From an optimization exercise on the open Yosys and OpenROAD flow, aimed at small area; shortcuts taken in it are not production practice.
The RTL was checked by simulation tests, not by an equivalence proof against the original design.
The flow treats the clock pin as an ideal source, which a real chip does not have.
No activity file was given, so power comes from the tool's default toggle rates.

==> flow/config.mk <==
export PLATFORM = sky130hd
export DESIGN_NAME = b64core
export DESIGN_NICKNAME = b64core
export VERILOG_FILES = /design/flow/design.v
export SDC_FILE = /design/flow/constraint.sdc
export NUM_CORES = 4
export LEC_CHECK = 0
export CAP_MARGIN = 20
export CORE_MARGIN = 2
export CORE_UTILIZATION = 40
export SLEW_MARGIN = 20
export BUFFER_PORTS_ARGS = -buffer_cell sky130_fd_sc_hd__buf_1
export CTS_ARGS = -sink_clustering_enable -repair_clock_nets -dont_use_dummy_load -buf_list sky130_fd_sc_hd__clkbuf_4 -root_buf sky130_fd_sc_hd__clkbuf_4
export POST_CTS_TCL = /design/flow/flow/post_cts.tcl
==> flow/constraint.sdc <==
create_clock -name core_clock -period 5.0 [get_ports {clk}]
set_input_delay 1.0000 -clock core_clock [delete_from_list [all_inputs] [get_ports {clk}]]
set_output_delay 1.0000 -clock core_clock [all_outputs]
set_load 0.01 [all_outputs]
==> flow/design.v <==
module b64_alpha (
    input  wire [5:0] idx,
    output wire [7:0] code
);
    wire lt26 = idx < 6'd26;
    wire lt52 = idx < 6'd52;
    wire lt62 = idx < 6'd62;
    wire [4:0] lo = idx[4:0] + (lt26 ? 5'd1 : lt52 ? 5'd7 : 5'd12);
    assign code = lt52 ? {1'b0, 1'b1, !lt26, lo} :
                  lt62 ? {4'b0011, lo[3:0]} :
                  {5'b00101, idx[0], 2'b11};
endmodule
module b64_rev (
    input  wire [20:0] c,
    output wire        is_val,
    output wire        is_pad,
    output wire [5:0]  val
);
    wire lo7 = ~|c[20:7];
    wire [6:0] x = c[6:0];
    wire let_ok = x[6] && x[4:0] != 5'd0 && x[4:0] <= 5'd26;
    wire dg     = x[6:4] == 3'b011 && x[3:0] <= 4'd9;
    wire sym    = x[6:4] == 3'b010 && x[3] && x[1:0] == 2'b11;
    assign is_pad = lo7 && x == 7'h3D;
    assign is_val = lo7 && (let_ok || dg || sym);
    wire [5:0] lv = {1'b0, x[4:0]} + (x[5] ? 6'd25 : 6'd63);
    wire [3:0] d4  = x[3:0] + 4'd4;
    assign val = x[6] ? lv : (x[4] ? {2'b11, d4} : {5'b11111, x[2]});
endmodule
module b64_enc (
    input  wire        clk,
    input  wire        rst,
    input  wire        in_valid,
    input  wire [9:0]  in_data,
    output wire        in_ready,
    output wire        out_valid,
    output wire [32:0] out_data,
    input  wire        out_ready,
    output wire        busy
);
    localparam [7:0] PAD_CODE = 8'h3D;
    reg [1:0] e_cnt;       
    reg       e_end;       
    reg       e_active;
    reg [7:0] e_b0, e_b1;
    wire is_last = in_data[9];
    wire is_byte = !in_data[8];
    wire two     = e_cnt[1];
    assign in_ready  = out_ready && !e_end;
    assign out_valid = e_end || (two && in_valid && is_byte);
    assign busy      = e_active;
    wire accept = in_valid && in_ready;
    wire pop    = out_valid && out_ready;
    wire data   = !e_end || (e_cnt != 2'd0);    
    wire [7:0] a0, a1, a2, a3;
    b64_alpha u_a0 (.idx(e_b0[7:2]), .code(a0));
    b64_alpha u_a1 (.idx({e_b0[1:0], two ? e_b1[7:4] : 4'h0}), .code(a1));
    b64_alpha u_a2 (.idx({e_b1[3:0], e_end ? 2'b00 : in_data[7:6]}), .code(a2));
    b64_alpha u_a3 (.idx(in_data[5:0]), .code(a3));
    wire [7:0] c2 = (e_cnt == 2'd1) ? PAD_CODE : a2;
    wire [7:0] c3 = e_end ? PAD_CODE : a3;
    assign out_data = data ? {1'b0, a0, a1, c2, c3} : {1'b1, 32'h0};
    always @(posedge clk) begin
        if (e_cnt == 2'd0) e_b0 <= in_data[7:0];
        if (e_cnt == 2'd1) e_b1 <= in_data[7:0];
    end
    always @(posedge clk) begin
        if (rst) begin
            e_cnt    <= 2'd0;
            e_end    <= 1'b0;
            e_active <= 1'b0;
        end else if (e_end) begin
            if (pop) begin
                if (e_cnt != 2'd0)
                    e_cnt <= 2'd0;
                else
                    e_end <= 1'b0;
            end
        end else if (accept) begin
            if (is_byte)
                e_cnt <= two ? 2'd0 : e_cnt + 2'd1;
            if (is_last) begin
                e_end    <= 1'b1;
                e_active <= 1'b0;
            end else if (is_byte) begin
                e_active <= 1'b1;
            end
        end
    end
endmodule
module b64_dec (
    input  wire        clk,
    input  wire        rst,
    input  wire        in_valid,
    input  wire [22:0] in_data,
    output wire        in_ready,
    output wire        out_valid,
    output wire [27:0] out_data,
    input  wire        out_ready,
    output wire        busy
);
    reg  [1:0] d_pos;
    reg  [5:0] d_v0, d_v1, d_v2;
    reg        d_pad2;      
    reg        d_err;       
    reg        d_hold;      
    reg        d_end;       
    reg        d_active;
    wire is_last = in_data[22];
    wire is_char = !in_data[21];
    wire       k_val, k_pad;
    wire [5:0] k_v;
    b64_rev u_rev (.c(in_data[20:0]), .is_val(k_val), .is_pad(k_pad), .val(k_v));
    wire full = (d_pos == 2'd3) && !d_err && !d_hold && !d_pad2 && is_char && k_val;
    assign in_ready  = out_ready && !d_end;
    assign out_valid = d_end || (in_valid && full);
    assign busy      = d_active;
    wire accept = in_valid && in_ready;
    wire pop    = out_valid && out_ready;
    wire       len_err = (d_pos != 2'd0);
    wire       dat     = !d_end || d_hold;
    wire       two     = !d_end || !d_pad2;
    wire [1:0] n       = {!d_end || (d_hold && !d_pad2), !d_end || (d_hold && d_pad2)};
    wire [1:0] status  = dat ? 2'b00 : {len_err || d_err, !len_err};
    wire [7:0] ob0 = dat         ? {d_v0, d_v1[5:4]}      : 8'h00;
    wire [7:0] ob1 = (dat & two) ? {d_v1[3:0], d_v2[5:2]} : 8'h00;
    wire [7:0] ob2 = !d_end      ? {d_v2[1:0], k_v}       : 8'h00;
    assign out_data = {status, n, ob0, ob1, ob2};
    always @(posedge clk) begin
        if (d_pos == 2'd0 && !d_hold) d_v0 <= k_v;
        if (d_pos == 2'd1) d_v1 <= k_v;
        if (d_pos == 2'd2) d_v2 <= k_v;
    end
    always @(posedge clk) begin
        if (rst || (d_end && pop && !d_hold)) begin
            d_pos    <= 2'd0;
            d_pad2   <= 1'b0;
            d_err    <= 1'b0;
            d_hold   <= 1'b0;
            d_end    <= 1'b0;
            d_active <= 1'b0;
        end else if (d_end) begin
            if (pop)
                d_hold <= 1'b0;
        end else if (accept) begin
            if (is_char) begin
                d_pos <= d_pos + 2'd1;
                if (!d_err) begin
                    if (d_hold) begin
                        d_err  <= 1'b1;
                        d_hold <= 1'b0;
                    end else begin
                        case (d_pos)
                            2'd0, 2'd1: if (!k_val) d_err <= 1'b1;
                            2'd2: if (k_pad) d_pad2 <= 1'b1;
                                  else if (!k_val) d_err <= 1'b1;
                            default:
                                if (k_pad) d_hold <= 1'b1;
                                else if (!(k_val && !d_pad2)) d_err <= 1'b1;
                        endcase
                    end
                end
            end
            if (is_last) begin
                d_end    <= 1'b1;
                d_active <= 1'b0;
            end else if (is_char) begin
                d_active <= 1'b1;
            end
        end
    end
endmodule
module b64core (
    input  wire        clk,
    input  wire        rst,
    input  wire        enc_in_valid,
    input  wire [9:0]  enc_in_data,
    output wire        enc_in_ready,
    output wire        enc_out_valid,
    output wire [32:0] enc_out_data,
    input  wire        enc_out_ready,
    output wire        enc_busy,
    input  wire        dec_in_valid,
    input  wire [22:0] dec_in_data,
    output wire        dec_in_ready,
    output wire        dec_out_valid,
    output wire [27:0] dec_out_data,
    input  wire        dec_out_ready,
    output wire        dec_busy
);
    b64_enc u_enc (
        .clk(clk), .rst(rst),
        .in_valid(enc_in_valid), .in_data(enc_in_data), .in_ready(enc_in_ready),
        .out_valid(enc_out_valid), .out_data(enc_out_data), .out_ready(enc_out_ready),
        .busy(enc_busy)
    );
    b64_dec u_dec (
        .clk(clk), .rst(rst),
        .in_valid(dec_in_valid), .in_data(dec_in_data), .in_ready(dec_in_ready),
        .out_valid(dec_out_valid), .out_data(dec_out_data), .out_ready(dec_out_ready),
        .busy(dec_busy)
    );
endmodule
==> flow/flow/run.sh <==
#!/bin/bash
# Own layout flow: the standard layout (standard.sh) with
#  - the standard synthesis script, but ABC run with an area-oriented script
#    (flow/area.script) and adders left to ABC instead of the adder cells;
#  - port buffers of the smallest buffer cell;
#  - a clock tree of small clock buffers without dummy loads, each clock
#    buffer then sized to the smallest that keeps its loads' slew low
#    (flow/post_cts.tcl).
# Each tool's output goes to a log file in the work folder.
set -euo pipefail
W=$(pwd)
cat > "$W/own_synth.tcl" <<EOF
proc abc {args} {
  set i [lsearch -exact \$args -script]
  if {\$i >= 0} { lset args [expr {\$i+1}] $W/flow/area.script }
  yosys abc {*}\$args
}
source $W/synth_recipe.tcl
EOF
cat >> config.mk <<'EOF'
export BUFFER_PORTS_ARGS = -buffer_cell sky130_fd_sc_hd__buf_1
export CTS_ARGS = -sink_clustering_enable -repair_clock_nets -dont_use_dummy_load -buf_list sky130_fd_sc_hd__clkbuf_4 -root_buf sky130_fd_sc_hd__clkbuf_4
EOF
echo "export POST_CTS_TCL = $W/flow/post_cts.tcl" >> config.mk
bash standard.sh SYNTH_SCRIPT="$W/own_synth.tcl" ADDER_MAP_FILE= finish > standard.log 2>&1
==> flow/flow/area.script <==
strash
&get -n
&deepsyn -T 30
&put
strash
dch -f
map -a
mfs2
strash
dch -f
amap
==> flow/flow/post_cts.tcl <==
# After CTS: size each clock buffer to the smallest clock buffer whose loads
# see an estimated slew below a target, leaves first, then legalize.
set ::clk_sizes {sky130_fd_sc_hd__clkbuf_1 sky130_fd_sc_hd__clkbuf_2 sky130_fd_sc_hd__clkbuf_4 sky130_fd_sc_hd__clkbuf_8 sky130_fd_sc_hd__clkbuf_16}
set ::clk_slew_target 0.100

proc clk_load_slew { inst } {
  set out [get_pins -of_objects $inst -filter "direction == output"]
  set worst 0
  foreach p [get_pins -of_objects [get_nets -of_objects $out] -filter "direction == input"] {
    set s [get_property $p slew_max]
    if { $s > $worst } { set worst $s }
  }
  return $worst
}

proc clk_is_leaf { inst } {
  set out [get_pins -of_objects $inst -filter "direction == output"]
  foreach p [get_pins -of_objects [get_nets -of_objects $out] -filter "direction == input"] {
    if { [string match *clkbuf* [get_property [get_cells -of_objects $p] ref_name]] } { return 0 }
  }
  return 1
}

proc clk_size { inst } {
  set clk_sizes $::clk_sizes; set clk_slew_target $::clk_slew_target
  set name [get_property $inst name]
  foreach size $clk_sizes {
    replace_cell $name $size
    estimate_parasitics -placement
    if { [clk_load_slew $inst] < $clk_slew_target } { break }
  }
  puts "clock buffer $name: $size, load slew [clk_load_slew $inst]"
}

set clk_bufs {}
foreach inst [get_cells *] {
  if { [string match sky130_fd_sc_hd__clkbuf_* [get_property $inst ref_name]] } {
    lappend clk_bufs $inst
  }
}
estimate_parasitics -placement
foreach inst $clk_bufs { if { [clk_is_leaf $inst] } { clk_size $inst } }
foreach inst $clk_bufs { if { ![clk_is_leaf $inst] } { clk_size $inst } }
# the root's size changes the leaves' input slew: upsize any leaf left over
foreach inst $clk_bufs {
  set i [lsearch $::clk_sizes [get_property $inst ref_name]]
  while { [clk_load_slew $inst] >= $::clk_slew_target && $i < [llength $::clk_sizes] - 1 } {
    incr i
    replace_cell [get_property $inst name] [lindex $::clk_sizes $i]
    estimate_parasitics -placement
  }
}
detailed_placement
check_placement -verbose
estimate_parasitics -placement
foreach inst $clk_bufs { puts "clock buffer [get_property $inst name]: [get_property $inst ref_name], load slew [clk_load_slew $inst]" }
==> flow/standard.sh <==
#!/bin/bash
# synth_recipe.tcl (not shown) runs the flow's synth.tcl, then flattens the netlist and writes it again
# the make line also repeats each setting of config.mk as NAME=value (left out here)
make -C /OpenROAD-flow-scripts/flow DESIGN_CONFIG=/design/flow/config.mk WORK_HOME=/design/flow/orfs CLKGATE_MAP_FILE= SYNTH_SCRIPT=/design/flow/synth_recipe.tcl "${@:-finish}"
==> run_results.csv, run 1 <==
group,metric,value,unit
timing,finalCritPeriodShare,90.36,%
detailed_routing,highest_layer,"met4",
run,cap_violations,0,
place,place_inst,532,
synth,ys.flop_type,"edfxtp_1",
worst_setup_path,cp.required,4.00,ns
power,ir_worst_vdd,0.1229,mV
worst_setup_path,cp_max_fo,6,
worst_hold_path,worstHoldPathType,"flop to flop",
synth,synth-warning-count,2,
detailed_routing,wl_met2,3122,um
global_route,overflow,0,
power,p_leak,1.092,nW
floorplanning,io_pins,106,
place,place_ws,0.5697,ns
cells_and_area,final_cells,537,
place,gp_congestion,0.8311,
detailed_routing,vias,2779,
worst_hold_path,min-delay-start,"u_enc.e_active",
worst_setup_path,end_kind,"primary output",
timing,skew,0.01916,ns
detailed_routing,post_drt_wl_per_cell,12.66,um
global_route,grt_pass1_wl,10970,um
worst_setup_path,reg2reg_depth,7,
detailed_routing,first_pass_iters,4,
cts,clk_pin_slew_worst_paths,0.08,ns
detailed_routing,drt_iter0_drc,153,
timing,hold_violations,0,
global_route,antenna_found_initial,0,
floorplanning,die_y,86.45,um
timing,setup_viol_count_final,0,
cts,cts_tree,"done",
worst_setup_path,r2r-start,"u_dec.d_end",
cells_and_area,final_common_cell,"buf_1",
floorplanning,dieArea,7473,um2
cells_and_area,synthToLayoutAreaGrowth,19.79,%
floorplanning,die_x,86.45,um
synth,syn-cell-area,2719,um2
synth,synthArstFlopShare,0,%
global_route,grt_usage,18.25,%
global_route,grt_max_degree,27,
global_route,grt_pass1_vias,2456,
cts,clock_latency,0.34,ns
worst_hold_path,whs_path_depth,2,
detailed_routing,drt-met1-wl,3121,um
synth,syn_area_per_cell,7.790,um2
worst_setup_path,reg2reg_to,"u_dec.d_pos[1]",
worst_hold_path,holdPathEnd,"u_enc.e_active",
worst_setup_path,startpoint_type,"input pin",
floorplanning,placementRows,30,
timing,maxSlewHeadroom,45.62,%
synth,ys_seq_elements,45,
detailed_routing,wl,6798,um
place,dp.final_hpwl,5439,um
timing,min_period,4.518,ns
synth,synth_edf_count,34,
cells_and_area,layout_common_cells,"buf_1, nor2_1, clkinv_1",
floorplanning,core_area,6681,um2
synth,seq_area_frac_synth,45.65,%
detailed_routing,ant_nets,0,
timing,fmax,221.3,MHz
floorplanning,initial_core_util,40.69,%
power,power_density,251.5,nW/um2
synth,yosysUniqueCellTypes,30,
timing,rsz0062_at_grt,"false",
cells_and_area,nNetsFinal,498,
run_status,outcome,"no timing/DRC/antenna violations",
worst_setup_path,worstSetupPathType,"input pin to primary output",
timing,setup_ws,0.4820,ns
worst_setup_path,ff2ff_setup_slack,3.27,ns
cts,cts.sinks,45,
timing,setup_tns,0,ns
worst_setup_path,cp_data_arrival_time,3.52,ns
cells_and_area,drive_gt1_share,1.969,%
place,port-buffer-count,101,
timing,slew_violations,0,
detailed_routing,wl_met3,436,um
synth,syn_inst,349,
cells_and_area,antenna_cells,0,
detailed_routing,drc,0,
detailed_routing,via_per_inst,5.175,
timing,whs,0.5015,ns
timing,tightestPinTransition,0.8128,ns
-- critical path, cell delays in order --
cell	delay (ns)
buf_1	0.15
o211ai_1	0.32
clkinv_1	0.23
nor2_1	0.19
nor2_1	0.08
a21oi_1	0.25
a21oi_1	0.14
nand2_1	0.10
o21ai_0	0.11
o21ai_0	0.35
a21oi_1	0.14
nor2_1	0.11
a21oi_1	0.05
a21oi_1	0.16
buf_1	0.16
-- metrics by stage --
stage / util [%] / cell area, um2 / power (W)
floorplan: - / 2730 / 0.0005792
global placement: 48.00 / 3207 / 0.0006562
detailed placement: 48.00 / 3207 / 0.0006583
global route: 48.75 / 3257 / 0.0008680
finish: 48.75 / 3257 / 0.0008190
-- logic make-up (layout without fill, tap and decap cells) --
kind of cell	count (synthesis)	after routing	synth area share, %
compound gates	94	94	20.34
buf+inv	44	149	6.627
flops	45	45	45.65
other cells	1	4	0.1379
simple gates	165	165	27.24
-- report_power, final --
group | internal (W) | leakage (nW) | switching [W]
registers | 0.000424 | 0.413 | 0.0000119
clock network | 0.0000643 | 0.0282 | 0.000105
logic | 0.0000731 | 0.651 | 0.000141
total | 0.000561 | 1.09 | 0.000258
-- per-layer routing --
layer,vias up,track usage (%)
met1,1223,24.00
met2,106,30.77
met4,0,6.534
met3,14,2.571
met5,-,0
li1,1436,-
-- worst max path at each step --
| stage | to | slack (ns) | startpoint |
|---|---|---|---|
| floorplan | enc_out_data[12] | 1.18 | enc_in_data[7] |
| finish | enc_out_data[0] | 0.48 | enc_in_data[3] |
| global placement | enc_out_data[0] | 0.73 | enc_in_data[3] |
| detailed placement | enc_out_data[0] | 0.57 | enc_in_data[3] |
| global route | enc_out_data[0] | 0.14 | enc_in_data[3] |
-- cells in the mapped netlist, types with 3 or more instances --
| cell type | instances | area, um2 |
|---|---|---|
| dfxtp_1 | 11 | 220.2 |
| a21oi_1 | 32 | 160.2 |
| nor2_1 | 86 | 322.8 |
| o22ai_1 | 3 | 18.77 |
| o211ai_1 | 5 | 37.54 |
| clkinv_1 | 40 | 150.1 |
| nor3_1 | 11 | 55.05 |
| or2_0 | 6 | 37.54 |
| nand4_1 | 5 | 31.28 |
| a211oi_1 | 5 | 37.54 |
| buf_4 | 4 | 30.03 |
| nor2b_1 | 24 | 150.1 |
| nor4_1 | 4 | 25.02 |
| nand2_1 | 25 | 93.84 |
| a31oi_1 | 9 | 56.30 |
| o21a_1 | 4 | 30.03 |
| edfxtp_1 | 34 | 1021 |
| o21ai_0 | 26 | 130.1 |
-- registers in the layout, indices dropped and copies added (netlist names) --
| name | cells |
|---|---|
| u_enc.e_b1 | 8 |
| u_dec.d_hold | 1 |
| u_enc.e_active | 1 |
| u_dec.d_v1 | 6 |
| u_dec.d_pos | 2 |
| u_dec.d_end | 1 |
| u_enc.e_b0 | 8 |
| u_dec.d_v0 | 6 |
| u_dec.d_active | 1 |
| u_enc.e_cnt | 2 |
| u_dec.d_v2 | 6 |
| u_enc.e_end | 1 |
| u_dec.d_pad2 | 1 |
| u_dec.d_err | 1 |
-- cell type report --
cell class                 count  area (um2)
fill                         682        3425
multi-input combinational    263        1314
sequential                    45        1241
timing repair buffer         104       401.6
inverter                      40       150.1
tap                           80       100.1
clock buffer                   5       50.05
==> run 2, diff against run 1 <==
--- a/flow/design.v
+++ b/flow/design.v
@@ -42,7 +42,9 @@
     reg [1:0] e_cnt;       
     reg       e_end;       
     reg       e_active;
-    reg [7:0] e_b0, e_b1;
+    reg [6:0] e_c0;        
+    reg [1:0] e_b0;        
+    reg [7:0] e_b1;
     wire is_last = in_data[9];
     wire is_byte = !in_data[8];
     wire two     = e_cnt[1];
@@ -52,16 +54,21 @@
     wire accept = in_valid && in_ready;
     wire pop    = out_valid && out_ready;
     wire data   = !e_end || (e_cnt != 2'd0);    
-    wire [7:0] a0, a1, a2, a3;
-    b64_alpha u_a0 (.idx(e_b0[7:2]), .code(a0));
-    b64_alpha u_a1 (.idx({e_b0[1:0], two ? e_b1[7:4] : 4'h0}), .code(a1));
-    b64_alpha u_a2 (.idx({e_b1[3:0], e_end ? 2'b00 : in_data[7:6]}), .code(a2));
+    wire       first = (e_cnt == 2'd0);
+    wire [7:0] ax, a1, a3;
+    b64_alpha u_ax (.idx(first ? in_data[7:2] : {e_b1[3:0], e_end ? 2'b00 : in_data[7:6]}), .code(ax));
+    b64_alpha u_a1 (.idx({e_b0, two ? e_b1[7:4] : 4'h0}), .code(a1));
     b64_alpha u_a3 (.idx(in_data[5:0]), .code(a3));
+    wire [7:0] a0 = {1'b0, e_c0};
+    wire [7:0] a2 = ax;
     wire [7:0] c2 = (e_cnt == 2'd1) ? PAD_CODE : a2;
     wire [7:0] c3 = e_end ? PAD_CODE : a3;
     assign out_data = data ? {1'b0, a0, a1, c2, c3} : {1'b1, 32'h0};
     always @(posedge clk) begin
-        if (e_cnt == 2'd0) e_b0 <= in_data[7:0];
+        if (first) begin
+            e_c0 <= ax[6:0];
+            e_b0 <= in_data[1:0];
+        end
         if (e_cnt == 2'd1) e_b1 <= in_data[7:0];
     end
     always @(posedge clk) begin
--- a/flow/flow/post_cts.tcl
+++ b/flow/flow/post_cts.tcl
@@ -1,7 +1,7 @@
 # After CTS: size each clock buffer to the smallest clock buffer whose loads
 # see an estimated slew below a target, leaves first, then legalize.
 set ::clk_sizes {sky130_fd_sc_hd__clkbuf_1 sky130_fd_sc_hd__clkbuf_2 sky130_fd_sc_hd__clkbuf_4 sky130_fd_sc_hd__clkbuf_8 sky130_fd_sc_hd__clkbuf_16}
-set ::clk_slew_target 0.100
+set ::clk_slew_target 0.112
 
 proc clk_load_slew { inst } {
   set out [get_pins -of_objects $inst -filter "direction == output"]
==> run_results.csv, run 2 <==
group,metric,value,unit
detailed_routing,first_pass_iters,4,
synth,syn_area_per_cell,8.123,um2
power,p_leak,1.083,nW
synth,yosysUniqueCellTypes,33,
cts,clock_latency,0.33,ns
detailed_routing,ant_nets,0,
global_route,antenna_found_initial,0,
cts,cts_tree,"done",
detailed_routing,post_drt_wl_per_cell,12.19,um
synth,syn_inst,331,
global_route,grt_usage,16.61,%
cts,cts.sinks,46,
power,ir_worst_vdd,0.1127,mV
worst_setup_path,cp.required,4.00,ns
timing,maxSlewHeadroom,42.71,%
cells_and_area,layout_common_cells,"buf_1, nor2_1, clkinv_1",
cells_and_area,largest_register_ffs,8,
timing,finalCritPeriodShare,90.76,%
cells_and_area,nNetsFinal,481,
floorplanning,die_y,85.99,um
detailed_routing,via_per_inst,5.099,
cells_and_area,final_util,50.61,%
global_route,grt_pass1_wl,9942,um
place,dp.final_hpwl,4930,um
worst_setup_path,cp_data_arrival_time,3.54,ns
power,power_density,267.0,nW/um2
synth,synthArstFlopShare,0,%
synth,post-synth-top-area-fraction,39.09,%
floorplanning,core_area,6422,um2
worst_setup_path,startpoint_type,"flop",
timing,fmax,220.4,MHz
cells_and_area,final_cell_area,3251,um2
worst_hold_path,worstHoldPathType,"flop to flop",
place,place_inst,512,
run_status,outcome,"no timing/DRC/antenna violations",
cells_and_area,antenna_cells,0,
detailed_routing,vias,2636,
place,place_area,3176,um2
detailed_routing,drc,0,
timing,setup_ws,0.4622,ns
synth,synth-warning-count,2,
place,place_ws,0.5291,ns
cells_and_area,top_register,"u_enc.e_b1",
cells_and_area,final_cells,517,
synth,post-synth-top-count-cell,"nor2_1",
timing,rsz0062_at_grt,"false",
floorplanning,die_x,85.99,um
floorplanning,placementRows,29,
detailed_routing,wl,6301,um
timing,min_period,4.538,ns
cts,clk_pin_slew_worst_paths,0.09,ns
cells_and_area,nFillCells,669,
floorplanning,dieArea,7394,um2
timing,tightestPinTransition,0.8528,ns
floorplanning,initial_core_util,41.87,%
synth,synth_common_cells,"nor2_1, clkinv_1, edfxtp_1",
worst_setup_path,end_kind,"primary output",
floorplanning,io_pins,106,
timing,hold_violations,0,
synth,ys_seq_elements,46,
synth,synth.area.top_cells,"edfxtp_1, nor2_1, dfxtp_1, nor2b_1, clkinv_1",
global_route,grt_max_degree,22,
synth,syn-cell-area,2689,um2
place,port-buffer-count,101,
detailed_routing,drt_iter0_drc,136,
cells_and_area,synthToLayoutAreaGrowth,20.89,%
timing,slew_violations,0,
global_route,overflow,0,
timing,setup_tns,0,ns
place,gp_congestion,0.8459,
timing,skew,0.006693,ns
synth,synth_edf_count,35,
synth,ys.flop_type,"edfxtp_1",
worst_setup_path,cp_max_fo,16,
timing,setup_viol_count_final,0,
cells_and_area,largest_registers,"u_enc.e_b1 x8, u_enc.e_c0 x7",
cells_and_area,final_common_cell,"buf_1",
run,cap_violations,0,
synth,seq_area_frac_synth,47.28,%
cells_and_area,drive_gt1_share,2.727,%
global_route,grt_pass1_vias,2185,
synth,yosys.area.top_type,"edfxtp_1",
worst_setup_path,worstSetupPathType,"flop to primary output",
==> run 2: cell count changes after synthesis, sizes merged, moves of 3 or more <==
cell / delta
a21oi: -3
nand3: +4
nand4: -3
nor2: -16
nor2b: +7
o211ai: -4
o21ai: -9
o22ai: +7
==> run 2: cell families (layout without fill, tap and decap cells) <==
| group | count (synthesis) | in the layout | synth area share [%] |
|---|---|---|---|
| AOI/OAI and AO/OA | 84 | 84 | 18.80 |
| buffers and inverters | 44 | 150 | 6.701 |
| DFF | 46 | 46 | 47.28 |
| other | 1 | 4 | 0.1395 |
| and+or+nand+nor | 156 | 156 | 27.08 |
==> run 2: power by group <==
group	total, W	switching (W)	leakage, nW	internal [W]
sequential	0.000452	0.00000965	0.419	0.000443
combinational	0.000233	0.000151	0.633	0.0000822
clock	0.000183	0.000110	0.0308	0.0000729
total	0.000868	0.000270	1.08	0.000598
==> run 2: layout make-up <==
cell class                 instances  area (um2)  area share, %
tap                               77       96.34          2.964
timing repair buffer             105       409.1          12.59
clock buffer                       5       56.30          1.732
sequential                        46        1271          39.11
multi-input combinational        244        1267          38.99
inverter                          40       150.1          4.619
==> run 2: final timing paths <==
kind              cells past startpoint          endpoint  slack, ns            from
hold / removal                        2      u_dec.d_pad2       0.50    u_dec.d_pad2
setup reg to reg                     12     u_enc.e_c0[4]       1.90  u_enc.e_cnt[1]
hold reg to reg                       2      u_dec.d_pad2       0.50    u_dec.d_pad2
setup / recovery                     15  enc_out_data[12]       0.46  u_enc.e_cnt[1]
==> run 2: stage by stage <==
stage                     hold slack, ns   power, W
after global routing              0.5226  0.0009171
after detailed placement          0.4821  0.0006923
after global placement            0.4707  0.0006899
final                             0.5012  0.0008681
after floorplan                   0.4448  0.0006114
==> run 2: worst max-delay path, cell delays in order, from the launching register on <==
cell and delay (ns):
dfxtp_1 0.36, nor2_1 0.24, buf_4 0.29, clkinv_1 0.24, o22ai_1 0.36, or2_0 0.22, a21oi_1 0.12, or2_0 0.33
o21ai_1 0.20, a21oi_1 0.12, nor2_1 0.14, a21oi_1 0.08, a21oi_1 0.20, nor2_1 0.06, nor2_1 0.09, buf_1 0.15
==> run 2: routing by layer <==
layer / share of wire (%) / wire, um / global-route usage [%] / up-vias
met4: 1.4 / 87 / 4.906 / 0
met5: 0 / 0 / 0 / -
met2: 44 / 2745 / 25.16 / 86
met3: 5.9 / 373 / 2.984 / 8
met1: 49 / 3094 / 24.24 / 1155
li1: - / - / - / 1387
==> run 3, diff against run 2 <==
--- a/flow/flow/post_cts.tcl
+++ b/flow/flow/post_cts.tcl
@@ -1,7 +1,7 @@
 # After CTS: size each clock buffer to the smallest clock buffer whose loads
 # see an estimated slew below a target, leaves first, then legalize.
 set ::clk_sizes {sky130_fd_sc_hd__clkbuf_1 sky130_fd_sc_hd__clkbuf_2 sky130_fd_sc_hd__clkbuf_4 sky130_fd_sc_hd__clkbuf_8 sky130_fd_sc_hd__clkbuf_16}
-set ::clk_slew_target 0.112
+set ::clk_slew_target 0.100
 
 proc clk_load_slew { inst } {
   set out [get_pins -of_objects $inst -filter "direction == output"]
==> run_results.csv, run 3 <==
group,metric,value,unit
timing,skew,0.006693,ns
global_route,grt-busiest-layer,"met2",
cts,cts.sinks,46,
global_route,met3_usage,2.984,%
worst_setup_path,cp.required,4.00,ns
cells_and_area,layout_common_cells,"buf_1, nor2_1, clkinv_1",
timing,setup_tns,0,ns
run_status,outcome,"no timing/DRC/antenna violations",
synth,yosysUniqueCellTypes,33,
synth,synth.area.top_cells,"edfxtp_1, nor2_1, dfxtp_1, nor2b_1, clkinv_1",
timing,rsz0062_at_grt,"false",
worst_setup_path,worstSetupPathType,"flop to primary output",
cells_and_area,antenna_cells,0,
floorplanning,die_x,85.99,um
global_route,grt_max_degree,22,
power,power_density,267.0,nW/um2
cells_and_area,nNetsFinal,481,
detailed_routing,post_drt_wl_per_cell,12.19,um
timing,hold_violations,0,
worst_setup_path,cp_data_arrival_time,3.54,ns
cells_and_area,nFillCells,669,
power,p_leak,1.083,nW
cts,clock_latency,0.33,ns
detailed_routing,wl,6301,um
synth,synth-warning-count,2,
detailed_routing,drt_iter0_drc,136,
cells_and_area,top_register,"u_enc.e_b1",
synth,yosys.area.top_type,"edfxtp_1",
detailed_routing,drc,0,
synth,post-synth-top-area-fraction,39.09,%
worst_setup_path,startpoint_type,"flop",
timing,min_period,4.538,ns
global_route,use_met2,25.16,%
synth,synthArstFlopShare,0,%
worst_setup_path,end_kind,"primary output",
synth,seq_area_frac_synth,47.28,%
detailed_routing,first_pass_iters,4,
cts,cts_tree,"done",
synth,syn_inst,331,
synth,ys_seq_elements,46,
floorplanning,io_pins,106,
synth,synth_edf_count,35,
global_route,grt_pass1_vias,2185,
timing,finalCritPeriodShare,90.76,%
worst_setup_path,cp_max_fo,16,
global_route,grt_usage,16.61,%
place,place_inst,512,
cells_and_area,final_cells,517,
floorplanning,placementRows,29,
global_route,grt_pass1_wl,9942,um
global_route,use_met1,24.24,%
timing,fmax,220.4,MHz
detailed_routing,via_per_inst,5.099,
synth,post-synth-top-count-cell,"nor2_1",
place,port-buffer-count,101,
cells_and_area,synthToLayoutAreaGrowth,20.89,%
cts,clk_pin_slew_worst_paths,0.09,ns
global_route,antenna_found_initial,0,
floorplanning,initial_core_util,41.87,%
global_route,overflow,0,
synth,syn_area_per_cell,8.123,um2
synth,ys.flop_type,"edfxtp_1",
cells_and_area,final_common_cell,"buf_1",
power,ir_worst_vdd,0.1127,mV
worst_hold_path,worstHoldPathType,"flop to flop",
timing,maxSlewHeadroom,42.71,%
timing,slew_violations,0,
place,dp.final_hpwl,4930,um
floorplanning,core_area,6422,um2
synth,synth_common_cells,"nor2_1, clkinv_1, edfxtp_1",
synth,syn-cell-area,2689,um2
cells_and_area,drive_gt1_share,2.727,%
worst_setup_path,ff2ff_setup_slack,1.90,ns
detailed_routing,ant_nets,0,
place,gp_congestion,0.8459,
cells_and_area,largest_register_ffs,8,
floorplanning,dieArea,7394,um2
run,cap_violations,0,
power,total_power,0.0008681,W
detailed_routing,vias,2636,
cells_and_area,largest_registers,"u_enc.e_b1 x8, u_enc.e_c0 x7",
timing,tightestPinTransition,0.8528,ns
floorplanning,die_y,85.99,um
timing,setup_viol_count_final,0,
## run 3: cell counts after synthesis
No cell type changed its count.
## run 3: logic make-up after synthesis
family	share of synthesized area [%]
compound gates	18.80
other cells	0.1395
flops	47.28
simple gates	27.08
buf+inv	6.701
## run 3: metrics by stage
stage               hold slack, ns  cell area [um2]  setup slack, ns  utilization, %
global placement            0.4707             3176           0.6397           49.44
finish                      0.5012             3251           0.4622           50.61
floorplan                   0.4448             2700           0.6935               -
detailed placement          0.4821             3176           0.5291           49.44
global route                0.5226             3251          0.06425           50.61
## run 3: area by class of cell
class                   instances  area [um2]  share of cell area, %
well taps                      77       96.34                  2.964
multi-input cells             244        1267                  38.99
inverters                      40       150.1                  4.619
flip-flops and latches         46        1271                  39.11
repair buffers                105       409.1                  12.59
clock buffers                   5       56.30                  1.732
## run 3: per-layer routing
layer | vias to the layer above | part of all wire [%]
li1 | 1387 | -
met1 | 1155 | 49
met2 | 86 | 44
met3 | 8 | 5.9
met4 | 0 | 1.4
met5 | - | 0
## run 3: worst paths after layout
path	startpoint	endpoint	cells after the start
max	u_enc.e_cnt[1]	enc_out_data[12]	15
min	u_dec.d_pad2	u_dec.d_pad2	2
max reg2reg	u_enc.e_cnt[1]	u_enc.e_c0[4]	12
min reg2reg	u_dec.d_pad2	u_dec.d_pad2	2
## run 3: report_power, final
| part | leakage, nW | switching [W] | internal (W) |
|---|---|---|---|
| logic | 0.633 | 0.000151 | 0.0000822 |
| clock network | 0.0308 | 0.000110 | 0.0000729 |
| registers | 0.419 | 0.00000965 | 0.000443 |
| total | 1.08 | 0.000270 | 0.000598 |
## run 3: worst max-delay path: stages, from the launching register on
cell,delay (ns)
dfxtp_1,0.36
nor2_1,0.24
buf_4,0.29
clkinv_1,0.24
o22ai_1,0.36
or2_0,0.22
a21oi_1,0.12
or2_0,0.33
o21ai_1,0.20
a21oi_1,0.12
nor2_1,0.14
a21oi_1,0.08
a21oi_1,0.20
nor2_1,0.06
nor2_1,0.09
buf_1,0.15
==> run 4, diff against run 3 <==
--- a/flow/flow/post_cts.tcl
+++ b/flow/flow/post_cts.tcl
@@ -1,7 +1,7 @@
 # After CTS: size each clock buffer to the smallest clock buffer whose loads
 # see an estimated slew below a target, leaves first, then legalize.
 set ::clk_sizes {sky130_fd_sc_hd__clkbuf_1 sky130_fd_sc_hd__clkbuf_2 sky130_fd_sc_hd__clkbuf_4 sky130_fd_sc_hd__clkbuf_8 sky130_fd_sc_hd__clkbuf_16}
-set ::clk_slew_target 0.100
+set ::clk_slew_target 0.112
 
 proc clk_load_slew { inst } {
   set out [get_pins -of_objects $inst -filter "direction == output"]
--- a/flow/config.mk
+++ b/flow/config.mk
@@ -7,7 +7,8 @@
 export LEC_CHECK = 0
 export CAP_MARGIN = 20
 export CORE_MARGIN = 2
-export CORE_UTILIZATION = 40
+export CORE_UTILIZATION = 65
+export PLACE_DENSITY = 0.8
 export SLEW_MARGIN = 20
 export BUFFER_PORTS_ARGS = -buffer_cell sky130_fd_sc_hd__buf_1
 export CTS_ARGS = -sink_clustering_enable -repair_clock_nets -dont_use_dummy_load -buf_list sky130_fd_sc_hd__clkbuf_4 -root_buf sky130_fd_sc_hd__clkbuf_4
==> run_results.csv, run 4 <==
group,metric,value,unit
synth,ys.flop_type,"edfxtp_1",
cells_and_area,antenna_cells,0,
floorplanning,die_x,68.32,um
synth,yosys.area_share.xor_xnor,0,%
cells_and_area,largest_register_ffs,8,
worst_setup_path,path_buf_inv,3,
detailed_routing,via_per_inst,5.667,
worst_setup_path,end_kind,"primary output",
global_route,antenna_found_initial,0,
timing,rsz0062_at_grt,"false",
synth,seq_area_frac_synth,47.28,%
cts,cts.sinks,46,
detailed_routing,first_pass_iters,6,
cts,cts_tree,"done",
cells_and_area,final_common_cell,"buf_1",
floorplanning,die_y,68.32,um
power,power_density,268.4,nW/um2
worst_setup_path,cp_data_arrival_time,3.66,ns
worst_setup_path,cpLargestDelayFamily,"compound AO/OA/AOI/OAI gates",
worst_setup_path,slowest_delay,0.35,ns
floorplanning,dieArea,4667,um2
timing,fmax,214.6,MHz
cells_and_area,seq_area,1271,um2
floorplanning,core_area,4000,um2
synth,yosys.area.top_type,"edfxtp_1",
synth,ys_seq_elements,46,
cells_and_area,top_register,"u_enc.e_b1",
synth,syn_area_per_cell,8.123,um2
synth,post-synth-top-area-fraction,39.09,%
synth,syn-cell-area,2689,um2
synth,synthArstFlopShare,0,%
worst_setup_path,cp.depth,15,
synth,synth_common_cells,"nor2_1, clkinv_1, edfxtp_1",
detailed_routing,drt_iter0_drc,194,
worst_setup_path,path_cells,"buf_1, o22ai_1, nor2b_1, o31ai_1, clkinv_1, nor2_1, nor2_1, o21ai_0, a21oi_1, nor2_1, a21oi_1, a21oi_1, nor2_1, nor2_1, buf_1",
place,gp_congestion,0.9537,
worst_setup_path,cp_max_fo,6,
synth,synthMuxAreaShare,0,%
cells_and_area,drive_gt1_share,2.045,%
synth,post-synth-top-count-cell,"nor2_1",
worst_setup_path,startpoint_type,"input pin",
synth,synth.area.top_cells,"edfxtp_1, nor2_1, dfxtp_1, nor2b_1, clkinv_1",
global_route,grt_pass1_wl,9791,um
run,cap_violations,0,
timing,setup_viol_count_final,0,
timing,hold_violations,0,
synth,yosys.area_share.simple,27.08,%
synth,synth_compound_area_share,18.80,%
cells_and_area,synthToLayoutAreaGrowth,18.71,%
floorplanning,io_pins,106,
cts,clock_latency,0.35,ns
synth,yosysUniqueCellTypes,33,
global_route,grt_max_degree,25,
timing,min_period,4.661,ns
power,total_power,0.0008566,W
timing,finalCritPeriodShare,93.21,%
place,port-buffer-count,101,
detailed_routing,ant_nets,0,
floorplanning,placementRows,23,
detailed_routing,vias,2777,
global_route,overflow,0,
synth,syn_inst,331,
timing,maxSlewHeadroom,33.03,%
timing,setup_tns,0,ns
detailed_routing,drc,0,
floorplanning,initial_core_util,67.22,%
cells_and_area,layout_common_cells,"buf_1, nor2_1, clkinv_1",
worst_setup_path,worstSetupPathType,"input pin to primary output",
detailed_routing,wl,6426,um
power,ir_worst_vdd,0.1909,mV
synth,synth_edf_count,35,
cells_and_area,multi_input_area,1249,um2
synth,synth_top_family_by_area,"simple AND/OR/NAND/NOR gates",
run_status,outcome,"no timing/DRC/antenna violations",
synth,synthAdderAreaFrac,0,%
power,p_leak,1.076,nW
cells_and_area,largest_registers,"u_enc.e_b1 x8, u_enc.e_c0 x7",
timing,slew_violations,0,
cells_and_area,nFillCells,294,
cells_and_area,nNetsFinal,481,
timing,skew,0.03024,ns
worst_hold_path,whs_path_depth,2,
worst_hold_path,worstHoldPathType,"flop to flop",
worst_setup_path,reg2reg_depth,11,
synth,synth-warning-count,2,
worst_setup_path,cp.required,4.00,ns
detailed_routing,post_drt_wl_per_cell,13.11,um
worst_setup_path,slowest_stage,"o31ai_1",
timing,tightestPinTransition,0.9969,ns
cts,clk_pin_slew_worst_paths,0.10,ns
global_route,grt_usage,28.22,%
worst_setup_path,cp_common_cell,"nor2_1",
global_route,grt_pass1_vias,2218,
place,dp.final_hpwl,4929,um
-- run 4: logic make-up (layout without fill, tap and decap cells) --
kind of cell           count (synthesis)  after routing
DFF                                   46             46
AOI/OAI and AO/OA                     84             84
and+or+nand+nor                      156            156
other                                  1              4
buffers and inverters                 44            150
-- run 4: metal layers --
metal / global-route usage [%] / share of wire, %
met1: 38.48 / 42
met2: 45.63 / 47
met3: 5.921 / 7.9
met4: 8.000 / 2.1
met5: 0 / 0
-- run 4: report_power, final --
part | leakage (nW) | switching, W | internal (W) | total (W)
clock | 0.0282 | 0.000105 | 0.0000642 | 0.000169
combinational | 0.628 | 0.000152 | 0.0000812 | 0.000234
sequential | 0.419 | 0.0000113 | 0.000443 | 0.000454
-- run 4: path summary, 6_finish.rpt --
path | slack, ns | start | end
setup reg to reg | 1.90 | u_enc.e_cnt[1] | u_enc.e_c0[4]
hold reg to reg | 0.49 | u_dec.d_pad2 | u_dec.d_pad2
setup / recovery | 0.34 | enc_in_data[4] | enc_out_data[12]
hold / removal | 0.49 | u_dec.d_pad2 | u_dec.d_pad2
-- run 4: metrics by stage --
step                instances  setup slack (ns)  area [um2]  util [%]  hold WS (ns)
floorplan                 334            0.6935        2700         -        0.4448
global placement          485            0.6448        3142     78.54        0.4618
detailed placement        485            0.4499        3142     78.54        0.4699
global route              490           0.02832        3192     79.79        0.5241
finish                    490            0.3395        3192     79.79        0.4910
-- run 4: area by class of cell --
class | count | share of cell area, %
inverters | 40 | 4.704
flip-flops and latches | 46 | 39.83
multi-input cells | 244 | 39.12
well taps | 50 | 1.960
clock buffers | 5 | 1.568
repair buffers | 105 | 12.82
-- run 4: worst min-delay path, stage by stage (launching register included) --
cell,delay [ns]
dfxtp_1,0.33
clkinv_1,0.07
a21oi_1,0.05
==> run 5, diff against run 4 <==
--- a/flow/config.mk
+++ b/flow/config.mk
@@ -7,8 +7,8 @@
 export LEC_CHECK = 0
 export CAP_MARGIN = 20
 export CORE_MARGIN = 2
-export CORE_UTILIZATION = 65
-export PLACE_DENSITY = 0.8
+export CORE_UTILIZATION = 80
+export PLACE_DENSITY = 0.9
 export SLEW_MARGIN = 20
 export BUFFER_PORTS_ARGS = -buffer_cell sky130_fd_sc_hd__buf_1
 export CTS_ARGS = -sink_clustering_enable -repair_clock_nets -dont_use_dummy_load -buf_list sky130_fd_sc_hd__clkbuf_4 -root_buf sky130_fd_sc_hd__clkbuf_4
==> run_results.csv, run 5 <==
group,metric,value,unit
run_status,outcome,"aborted with a tool error",
run_status,failed_stage,"3_3_place_gp",
run_status,error,"[ERROR GPL-0301] Utilization 104.692 % exceeds 100%.",
synth,seq_area_frac_synth,47.28,%
synth,synth-warning-count,2,
synth,synth_edf_count,35,
place,port-buffer-count,101,
floorplanning,die_x,61.98,um
synth,yosys.area.top_type,"edfxtp_1",
synth,post-synth-top-count-cell,"nor2_1",
synth,synth_common_cells,"nor2_1, clkinv_1, edfxtp_1",
synth,syn_inst,331,
synth,synthArstFlopShare,0,%
synth,syn_area_per_cell,8.123,um2
floorplanning,initial_core_util,81.87,%
synth,syn-cell-area,2689,um2
synth,yosysUniqueCellTypes,33,
synth,ys.flop_type,"edfxtp_1",
synth,post-synth-top-area-fraction,39.09,%
floorplanning,io_pins,106,
floorplanning,die_y,61.98,um
synth,ys_seq_elements,46,
synth,synth.area.top_cells,"edfxtp_1, nor2_1, dfxtp_1, nor2b_1, clkinv_1",
floorplanning,placementRows,21,
run 5: logic make-up after synthesis:
kind of cell | count (synthesis) | synth area share, %
simple gates | 156 | 27.08
compound gates | 84 | 18.80
flops | 46 | 47.28
buf+inv | 44 | 6.701
other cells | 1 | 0.1395
==> run 6, diff against run 5 <==
--- a/flow/config.mk
+++ b/flow/config.mk
@@ -7,8 +7,8 @@
 export LEC_CHECK = 0
 export CAP_MARGIN = 20
 export CORE_MARGIN = 2
-export CORE_UTILIZATION = 80
-export PLACE_DENSITY = 0.9
+export CORE_UTILIZATION = 72
+export PLACE_DENSITY = 0.85
 export SLEW_MARGIN = 20
 export BUFFER_PORTS_ARGS = -buffer_cell sky130_fd_sc_hd__buf_1
 export CTS_ARGS = -sink_clustering_enable -repair_clock_nets -dont_use_dummy_load -buf_list sky130_fd_sc_hd__clkbuf_4 -root_buf sky130_fd_sc_hd__clkbuf_4
==> run_results.csv, run 6 <==
group,metric,value,unit
power,power_density,264.1,nW/um2
cells_and_area,layout_common_cells,"buf_1, nor2_1, clkinv_1",
detailed_routing,wl,6252,um
power,sw_frac_of_total,31.17,%
worst_hold_path,holdPathEnd,"u_dec.d_pad2",
global_route,antenna_found_initial,0,
timing,finalCritPeriodShare,91.58,%
cts,clock_latency,0.34,ns
synth,yosysUniqueCellTypes,33,
floorplanning,die_x,65.11,um
synth,synth_common_cells,"nor2_1, clkinv_1, edfxtp_1",
floorplanning,initial_core_util,74.00,%
detailed_routing,drt_iter0_drc,221,
worst_setup_path,cp_max_fo,13,
timing,tightestPinTransition,1.148,ns
worst_setup_path,startpoint_type,"flop",
cts,clk_pin_slew_worst_paths,0.11,ns
power,p_leak,1.073,nW
global_route,grt_usage,30.19,%
floorplanning,die_y,65.11,um
cells_and_area,final_common_cell,"buf_1",
worst_setup_path,r2r-start,"u_enc.e_cnt[1]",
floorplanning,placementRows,22,
cts,cts.sinks,46,
cells_and_area,nNetsFinal,480,
global_route,grt_max_degree,22,
cells_and_area,largest_registers,"u_enc.e_b1 x8, u_enc.e_c0 x7",
worst_setup_path,cp_data_arrival_time,3.58,ns
synth,yosys.area.top_type,"edfxtp_1",
power,pwr-share-clk,18.3,%
global_route,overflow,0,
cells_and_area,synthToLayoutAreaGrowth,18.57,%
worst_setup_path,end_kind,"primary output",
timing,min_period,4.579,ns
place,gp_congestion,0.9508,
power,intPower,0.0005796,W
cells_and_area,nFillCells,223,
place,dp.final_hpwl,4826,um
detailed_routing,via_per_inst,5.676,
detailed_routing,ant_nets,0,
worst_setup_path,worstSetupPathType,"flop to primary output",
synth,seq_area_frac_synth,47.28,%
power,pwr-share-comb,27.8,%
cells_and_area,antenna_cells,0,
global_route,grt_pass1_wl,9929,um
timing,fmax,218.4,MHz
synth,post-synth-top-area-fraction,39.09,%
cells_and_area,largest_register_ffs,8,
cells_and_area,drive_gt1_share,2.278,%
run_status,outcome,"no timing/DRC/antenna violations",
synth,syn-cell-area,2689,um2
detailed_routing,post_drt_wl_per_cell,12.84,um
cts,cts_tree,"done",
timing,hold_violations,0,
timing,setup_ws,0.4208,ns
synth,syn_area_per_cell,8.123,um2
timing,setup_tns,0,ns
worst_setup_path,reg2reg_to,"u_enc.e_c0[4]",
timing,setup_viol_count_final,0,
floorplanning,dieArea,4239,um2
power,p_seq_share,53.8,%
place,port-buffer-count,101,
timing,maxSlewHeadroom,22.68,%
timing,slew_violations,0,
synth,post-synth-top-count-cell,"nor2_1",
cells_and_area,top_register,"u_enc.e_b1",
power,ir_worst_vdd,0.1805,mV
synth,ys_seq_elements,46,
worst_hold_path,worstHoldPathType,"flop to flop",
worst_setup_path,reg2reg_depth,11,
synth,synth.area.top_cells,"edfxtp_1, nor2_1, dfxtp_1, nor2b_1, clkinv_1",
synth,syn_inst,331,
detailed_routing,first_pass_iters,5,
global_route,grt_pass1_vias,2288,
detailed_routing,drc,0,
timing,rsz0062_at_grt,"false",
floorplanning,io_pins,106,
worst_setup_path,cp.required,4.00,ns
power,switching_power,0.0002624,W
worst_hold_path,min-delay-start,"u_dec.d_pad2",
detailed_routing,vias,2764,
synth,synth_edf_count,35,
power,total_power,0.0008420,W
worst_setup_path,ff2ff_setup_slack,1.92,ns
run,cap_violations,0,
synth,synthArstFlopShare,0,%
place,place_ws,0.4051,ns
timing,skew,0.03186,ns
worst_hold_path,whs_path_depth,2,
synth,synth-warning-count,2,
synth,ys.flop_type,"edfxtp_1",
floorplanning,core_area,3633,um2
-- run 6: cell families (layout without fill, tap and decap cells) --
kind of cell,count (synthesis),after routing,share of synthesized area (%)
DFF,46,46,47.28
and+or+nand+nor,156,156,27.08
buffers and inverters,44,149,6.701
other,1,4,0.1395
AOI/OAI and AO/OA,84,84,18.80
-- run 6: critical path: stages, from the launching register on --
cell and delay [ns]:
dfxtp_1 0.38, nor2_4 0.23, buf_4 0.24, o22ai_1 0.17
or2_0 0.30, a21oi_1 0.39, or2_0 0.27, o21ai_0 0.15
a21oi_1 0.25, nor2_1 0.09, or2_0 0.24, a21oi_1 0.21
nor2_1 0.08, nor2_1 0.09, buf_1 0.15
-- run 6: routing by layer --
| metal | global-route usage [%] | routed length (um) | share of wire, % | vias up |
|---|---|---|---|---|
| li1 | - | - | - | 1377 |
| met2 | 50.26 | 3035 | 49 | 142 |
| met3 | 5.137 | 445 | 7.1 | 16 |
| met1 | 41.51 | 2664 | 43 | 1229 |
| met4 | 8.073 | 106 | 1.7 | 0 |
| met5 | 0 | 0 | 0 | - |
-- run 6: worst max path at each step --
stage               slack, ns               end           start
floorplan                0.69  enc_out_data[12]  u_enc.e_cnt[1]
global placement         0.68  enc_out_data[12]  enc_in_data[4]
detailed placement       0.41  enc_out_data[12]  enc_in_data[4]
global route             0.08  enc_out_data[12]  enc_in_data[4]
finish                   0.42  enc_out_data[12]  u_enc.e_cnt[1]
-- run 6: metrics by stage --
stage	hold slack (ns)	utilization, %	cells	cell area, um2
global route	0.5247	87.74	487	3188
finish	0.4927	87.74	487	3188
floorplan	0.4448	-	334	2700
global placement	0.4607	86.19	482	3132
detailed placement	0.4652	86.19	482	3132
-- run 6: cell type report --
cell class	count	area, um2	share of cell area (%)
Sequential cell	46	1271	39.87
Clock buffer	5	43.79	1.374
Multi-Input combinational cell	244	1261	39.56
Inverter	40	150.1	4.710
Timing Repair Buffer	104	401.6	12.60
Tap cell	48	60.06	1.884
-- run 6: power groups by stage --
stage,registers (W),logic [W],clock network [W]
final,0.000453,0.000234,0.000155
after global routing,0.000456,0.000263,0.000171
after detailed placement,0.000462,0.000230,0
after global placement,0.000461,0.000222,0
after floorplan,0.000459,0.000152,0
==> run 7, diff against run 6 <==
--- a/flow/design.v
+++ b/flow/design.v
@@ -42,7 +42,8 @@
     reg [1:0] e_cnt;       
     reg       e_end;       
     reg       e_active;
-    reg [6:0] e_c0;        
+    reg [6:0] e_c0n;       
+    wire [6:0] e_c0 = ~e_c0n;
     reg [1:0] e_b0;        
     reg [7:0] e_b1;
     wire is_last = in_data[9];
@@ -66,7 +67,7 @@
     assign out_data = data ? {1'b0, a0, a1, c2, c3} : {1'b1, 32'h0};
     always @(posedge clk) begin
         if (first) begin
-            e_c0 <= ax[6:0];
+            e_c0n <= ~ax[6:0];
             e_b0 <= in_data[1:0];
         end
         if (e_cnt == 2'd1) e_b1 <= in_data[7:0];
@@ -107,7 +108,8 @@
     output wire        busy
 );
     reg  [1:0] d_pos;
-    reg  [5:0] d_v0, d_v1, d_v2;
+    reg  [5:0] d_v0n, d_v1n, d_v2n;   
+    wire [5:0] d_v0 = ~d_v0n, d_v1 = ~d_v1n, d_v2 = ~d_v2n;
     reg        d_pad2;      
     reg        d_err;       
     reg        d_hold;      
@@ -134,9 +136,9 @@
     wire [7:0] ob2 = !d_end      ? {d_v2[1:0], k_v}       : 8'h00;
     assign out_data = {status, n, ob0, ob1, ob2};
     always @(posedge clk) begin
-        if (d_pos == 2'd0 && !d_hold) d_v0 <= k_v;
-        if (d_pos == 2'd1) d_v1 <= k_v;
-        if (d_pos == 2'd2) d_v2 <= k_v;
+        if (d_pos == 2'd0 && !d_hold) d_v0n <= ~k_v;
+        if (d_pos == 2'd1) d_v1n <= ~k_v;
+        if (d_pos == 2'd2) d_v2n <= ~k_v;
     end
     always @(posedge clk) begin
         if (rst || (d_end && pop && !d_hold)) begin
--- a/flow/config.mk
+++ b/flow/config.mk
@@ -9,6 +9,7 @@
 export CORE_MARGIN = 2
 export CORE_UTILIZATION = 72
 export PLACE_DENSITY = 0.85
+export SETUP_SLACK_MARGIN = 0.3
 export SLEW_MARGIN = 20
 export BUFFER_PORTS_ARGS = -buffer_cell sky130_fd_sc_hd__buf_1
 export CTS_ARGS = -sink_clustering_enable -repair_clock_nets -dont_use_dummy_load -buf_list sky130_fd_sc_hd__clkbuf_4 -root_buf sky130_fd_sc_hd__clkbuf_4
==> run_results.csv, run 7 <==
group,metric,value,unit
run_status,outcome,"aborted with a tool error",
run_status,failed_stage,"5_1_grt",
run_status,error,"[ERROR DPL-0033] detailed placement checks failed during check placement.",
floorplanning,initial_core_util,76.26,%
floorplanning,placementRows,21,
synth,seq_area_frac_synth,49.18,%
synth,yosysUniqueCellTypes,32,
synth,syn-cell-area,2585,um2
synth,synthArstFlopShare,0,%
timing,worstEndpointType,"primary output",
floorplanning,io_pins,106,
place,port-buffer-count,101,
synth,ys_seq_elements,46,
synth,syn_inst,323,
synth,ys.flop_type,"edfxtp_1",
cts,cts.sinks,46,
synth,synth_edf_count,35,
floorplanning,die_x,63.92,um
floorplanning,die_y,63.92,um
synth,post-synth-top-area-fraction,40.66,%
synth,synth_common_cells,"nor2_1, clkinv_1, edfxtp_1",
synth,post-synth-top-count-cell,"nor2_1",
place,gp_congestion,1.035,
global_route,antenna_found_initial,0,
synth,synth-warning-count,2,
synth,syn_area_per_cell,8.003,um2
place,dp.final_hpwl,5593,um
timing,worstEndpointGrtRepair,"enc_out_data[12]",
global_route,grt_max_degree,22,
place,place_ws,0.2497,ns
synth,yosys.area.top_type,"edfxtp_1",
synth,synth.area.top_cells,"edfxtp_1, nor2_1, dfxtp_1, clkinv_1, a21oi_1",
## run 7: changes by cell type after synthesis, sizes merged, moves of 3 or more
cell | previous run | this run
nand2 | 23 | 20
a21oi | 29 | 24
a31oi | 8 | 4
a211oi | 4 | 8
nor2 | 70 | 98
nor2b | 31 | 2
## run 7: power by group through the flow
stage | clock (W) | combinational (W) | sequential [W]
after global placement | 0 | 0.000217 | 0.000463
after detailed placement | 0 | 0.000229 | 0.000466
after floorplan | 0 | 0.000143 | 0.000461
## run 7: metrics by stage
stage / area, um2 / power (W) / instances / util [%] / hold slack (ns)
2_1_floorplan: 2596 / 0.0006043 / 326 / - / 0.4448
3_3_place_gp: 3040 / 0.0006796 / 474 / 89.70 / 0.4642
3_5_place_dp: 3040 / 0.0006949 / 474 / 89.70 / 0.4694
## run 7: worst max-delay path by stage
| stage | start | cells after the start | to |
|---|---|---|---|
| 2_1_floorplan | u_enc.e_cnt[1] | 14 | enc_out_data[8] |
| 3_3_place_gp | enc_in_data[3] | 16 | enc_out_data[12] |
| 3_5_place_dp | enc_in_data[4] | 17 | enc_out_data[12] |
## run 7: cells by family after synthesis
group | share of synthesized area [%]
simple gates | 24.49
other cells | 0.1451
buf+inv | 6.970
compound gates | 19.22
flops | 49.18
==> run 8, diff against run 7 <==
--- a/flow/config.mk
+++ b/flow/config.mk
@@ -7,9 +7,9 @@
 export LEC_CHECK = 0
 export CAP_MARGIN = 20
 export CORE_MARGIN = 2
-export CORE_UTILIZATION = 72
-export PLACE_DENSITY = 0.85
-export SETUP_SLACK_MARGIN = 0.3
+export CORE_UTILIZATION = 65
+export PLACE_DENSITY = 0.8
+export SETUP_SLACK_MARGIN = 0.2
 export SLEW_MARGIN = 20
 export BUFFER_PORTS_ARGS = -buffer_cell sky130_fd_sc_hd__buf_1
 export CTS_ARGS = -sink_clustering_enable -repair_clock_nets -dont_use_dummy_load -buf_list sky130_fd_sc_hd__clkbuf_4 -root_buf sky130_fd_sc_hd__clkbuf_4
==> run_results.csv, run 8 <==
group,metric,value,unit
worst_hold_path,worstHoldPathType,"flop to flop",
detailed_routing,wl_met3,672,um
timing,hold_violations,0,
power,p_leak,1.071,nW
detailed_routing,drt_iter0_drc,358,
synth,syn_area_per_cell,8.003,um2
synth,yosys.area_share.simple,24.49,%
detailed_routing,drc,0,
place,port-buffer-count,101,
worst_setup_path,ff2ff_setup_slack,1.97,ns
synth,syn-cell-area,2585,um2
cells_and_area,nNetsFinal,475,
run,cap_violations,0,
global_route,overflow,0,
synth,syn_inst,323,
timing,setup_viol_count_final,0,
synth,synth_top_family_by_area,"simple AND/OR/NAND/NOR gates",
timing,rsz0062_at_grt,"true",
timing,whs,0.4898,ns
floorplanning,initial_core_util,69.05,%
synth,synth.area.top_cells,"edfxtp_1, nor2_1, dfxtp_1, clkinv_1, a21oi_1",
worst_setup_path,startpoint,"enc_in_data[5]",
detailed_routing,first_pass_iters,5,
cells_and_area,synthToLayoutAreaGrowth,21.49,%
worst_setup_path,startpoint_type,"input pin",
cells_and_area,final_common_cell,"buf_1",
synth,ys_seq_elements,46,
floorplanning,core_area,3744,um2
timing,fmax,219.4,MHz
worst_setup_path,cp_data_arrival_time,3.56,ns
detailed_routing,post_drt_wl_per_cell,13.66,um
global_route,grt_pass1_wl,10010,um
cts,clk_pin_slew_worst_paths,0.07,ns
floorplanning,dieArea,4497,um2
synth,yosys.area_share.xor_xnor,0,%
cells_and_area,layout_common_cells,"buf_1, nor2_1, clkinv_1",
worst_setup_path,path_cells,"buf_1, o22ai_2, a211oi_1, clkinv_1, o21ai_1, a21oi_2, a21oi_1, nor2_1, a21oi_1, nand2_1, nor3_2, o32ai_1, a21oi_1, buf_1",
timing,skew,0.03645,ns
synth,post-synth-top-count-cell,"nor2_1",
detailed_routing,via_per_inst,5.884,
synth,synth_common_cells,"nor2_1, clkinv_1, edfxtp_1",
global_route,grt_usage,29.68,%
worst_setup_path,reg2reg_depth,16,
synth,synth_compound_area_share,19.22,%
floorplanning,die_y,67.06,um
floorplanning,placementRows,22,
timing,setup_tns,0,ns
cts,cts_tree,"done",
worst_setup_path,r2r-start,"u_enc.e_cnt[1]",
synth,synthArstFlopShare,0,%
detailed_routing,ant_nets,0,
place,dp.final_hpwl,4926,um
detailed_routing,highest_layer,"met4",
timing,finalCritPeriodShare,91.15,%
cts,cts.sinks,46,
cells_and_area,largest_register_ffs,8,
floorplanning,io_pins,106,
detailed_routing,wl_met2,3074,um
global_route,grt_pass1_vias,2325,
worst_setup_path,path_buf_inv,3,
synth,yosys.area.top_type,"edfxtp_1",
global_route,antenna_found_initial,0,
worst_setup_path,cp_max_fo,5,
synth,ys.flop_type,"edfxtp_1",
synth,synth-warning-count,2,
synth,yosysUniqueCellTypes,32,
cts,clock_latency,0.36,ns
power,ir_worst_vdd,0.2138,mV
worst_setup_path,cp.depth,14,
cells_and_area,largest_registers,"u_enc.e_b1 x8, u_enc.e_c0n x7",
power,power_density,275.6,nW/um2
cells_and_area,drive_gt1_share,4.378,%
timing,min_period,4.558,ns
worst_setup_path,crit_end,"enc_out_data[8]",
global_route,grt_max_degree,22,
detailed_routing,vias,2836,
worst_setup_path,cpLargestDelayFamily,"compound AO/OA/AOI/OAI gates",
worst_setup_path,slowest_stage,"a211oi_1",
detailed_routing,wl,6585,um
worst_setup_path,reg2reg_to,"u_enc.e_c0n[4]",
worst_setup_path,cp_common_cell,"a21oi_1",
detailed_routing,drt-met1-wl,2688,um
timing,tightestPinTransition,1.049,ns
place,gp_congestion,0.9278,
floorplanning,die_x,67.06,um
run_status,outcome,"no timing/DRC/antenna violations",
worst_setup_path,cp.required,4.00,ns
cells_and_area,antenna_cells,0,
synth,synthAdderAreaFrac,0,%
worst_setup_path,end_kind,"primary output",
timing,maxSlewHeadroom,29.35,%
synth,synth_edf_count,35,
synth,seq_area_frac_synth,49.18,%
cells_and_area,top_register,"u_enc.e_b1",
synth,post-synth-top-area-fraction,40.66,%
timing,slew_violations,0,
worst_setup_path,slowest_delay,0.38,ns
worst_setup_path,worstSetupPathType,"input pin to primary output",
synth,synthMuxAreaShare,0,%
-- run 8: cell counts after synthesis --
Identical to the previous run, type by type.
-- run 8: report_power, final --
group | internal (W) | total, W | switching, W
Sequential | 0.000444 | 0.000456 | 0.0000118
Combinational | 0.0000797 | 0.000235 | 0.000156
Clock | 0.0000642 | 0.000175 | 0.000110
Total | 0.000588 | 0.000866 | 0.000278
-- run 8: worst min-delay path by stage --
stage                 start      endpoint  slack [ns]  cells past startpoint
5_1_grt        u_dec.d_pad2  u_dec.d_pad2        0.51                      2
6_report       u_dec.d_pad2  u_dec.d_pad2        0.49                      2
3_3_place_gp   u_dec.d_pad2  u_dec.d_pad2        0.47                      2
2_1_floorplan  u_dec.d_pad2  u_dec.d_pad2        0.44                      2
3_5_place_dp   u_dec.d_pad2  u_dec.d_pad2        0.48                      2
-- run 8: logic make-up (layout without fill, tap and decap cells) --
| kind of cell | Yosys count | after routing |
|---|---|---|
| AND/OR/NAND/NOR | 151 | 151 |
| buffers and inverters | 44 | 152 |
| other | 1 | 4 |
| AO/OA/AOI/OAI | 81 | 81 |
| flip-flops | 46 | 46 |
-- run 8: tightest hold or removal path: cells and delay by family, from the launching register on --
family                 cells  cell delay, ns
buffers and inverters      1            0.07
AOI/OAI and AO/OA          1            0.06
DFF                        1            0.32
-- run 8: per-stage QoR --
stage / instance area, um2 / std cells / setup WS [ns] / power, W / util [%]
2_1_floorplan: 2596 / 326 / 0.4572 / 0.0006043 / -
3_3_place_gp: 3050 / 477 / 0.5528 / 0.0006813 / 81.48
3_5_place_dp: 3050 / 477 / 0.3657 / 0.0006895 / 81.48
5_1_grt: 3141 / 482 / 0.1975 / 0.0009109 / 83.89
6_report: 3141 / 482 / 0.4423 / 0.0008657 / 83.89
-- run 8: final cells by class --
type,instances,area (um2)
flip-flops and latches,46,1271
repair buffers,107,427.9
inverters,40,153.9
clock buffers,5,50.05
multi-input cells,236,1177
well taps,48,60.06
fillers,263,603.1
-- run 8: routing by layer --
| layer | vias to the layer above | track usage [%] |
|---|---|---|
| li1 | 1364 | - |
| met1 | 1257 | 38.77 |
| met2 | 199 | 51.11 |
| met3 | 16 | 3.547 |
| met4 | 0 | 9.694 |
| met5 | - | 0 |

## re-timing with driven ports
The results above use ideal ports. As a check the final layouts listed here were re-extracted and re-timed, cells and wires unchanged. Step 1 sets driving cells, clkbuf_16 on the clock port and buf_2 on the other inputs (assumed; they add their load-dependent delay and slew). Step 2 moves the port delays by t, midway between the first and last clock arrival at a register: inputs arrive t later, outputs are due t later. That takes back most of the time a late clock gives input paths. a / b / c = ideal ports / drivers / drivers and shift; a / b = the first two.
| run | t, ns | setup WS [ns] | clock arrival spread, ns |
|---|---|---|---|
| run 1 | 0.356 | 0.482 / 0.463 / 0.463 | 0.019 / 0.019 |
| run 2 | 0.351 | 0.462 / 0.436 / 0.652 | 0.010 / 0.009 |
| run 3 | 0.351 | 0.462 / 0.436 / 0.652 | 0.010 / 0.009 |
| run 4 | 0.365 | 0.339 / 0.314 / 0.314 | 0.034 / 0.035 |
| run 6 | 0.352 | 0.421 / 0.397 / 0.436 | 0.032 / 0.032 |
| run 8 | 0.372 | 0.442 / 0.418 / 0.418 | 0.037 / 0.036 |
After both steps every run listed still meets setup and hold. The setup slack of run 4, which loses most, moves by -0.025 ns with the drivers and by -0.025 ns with both steps.
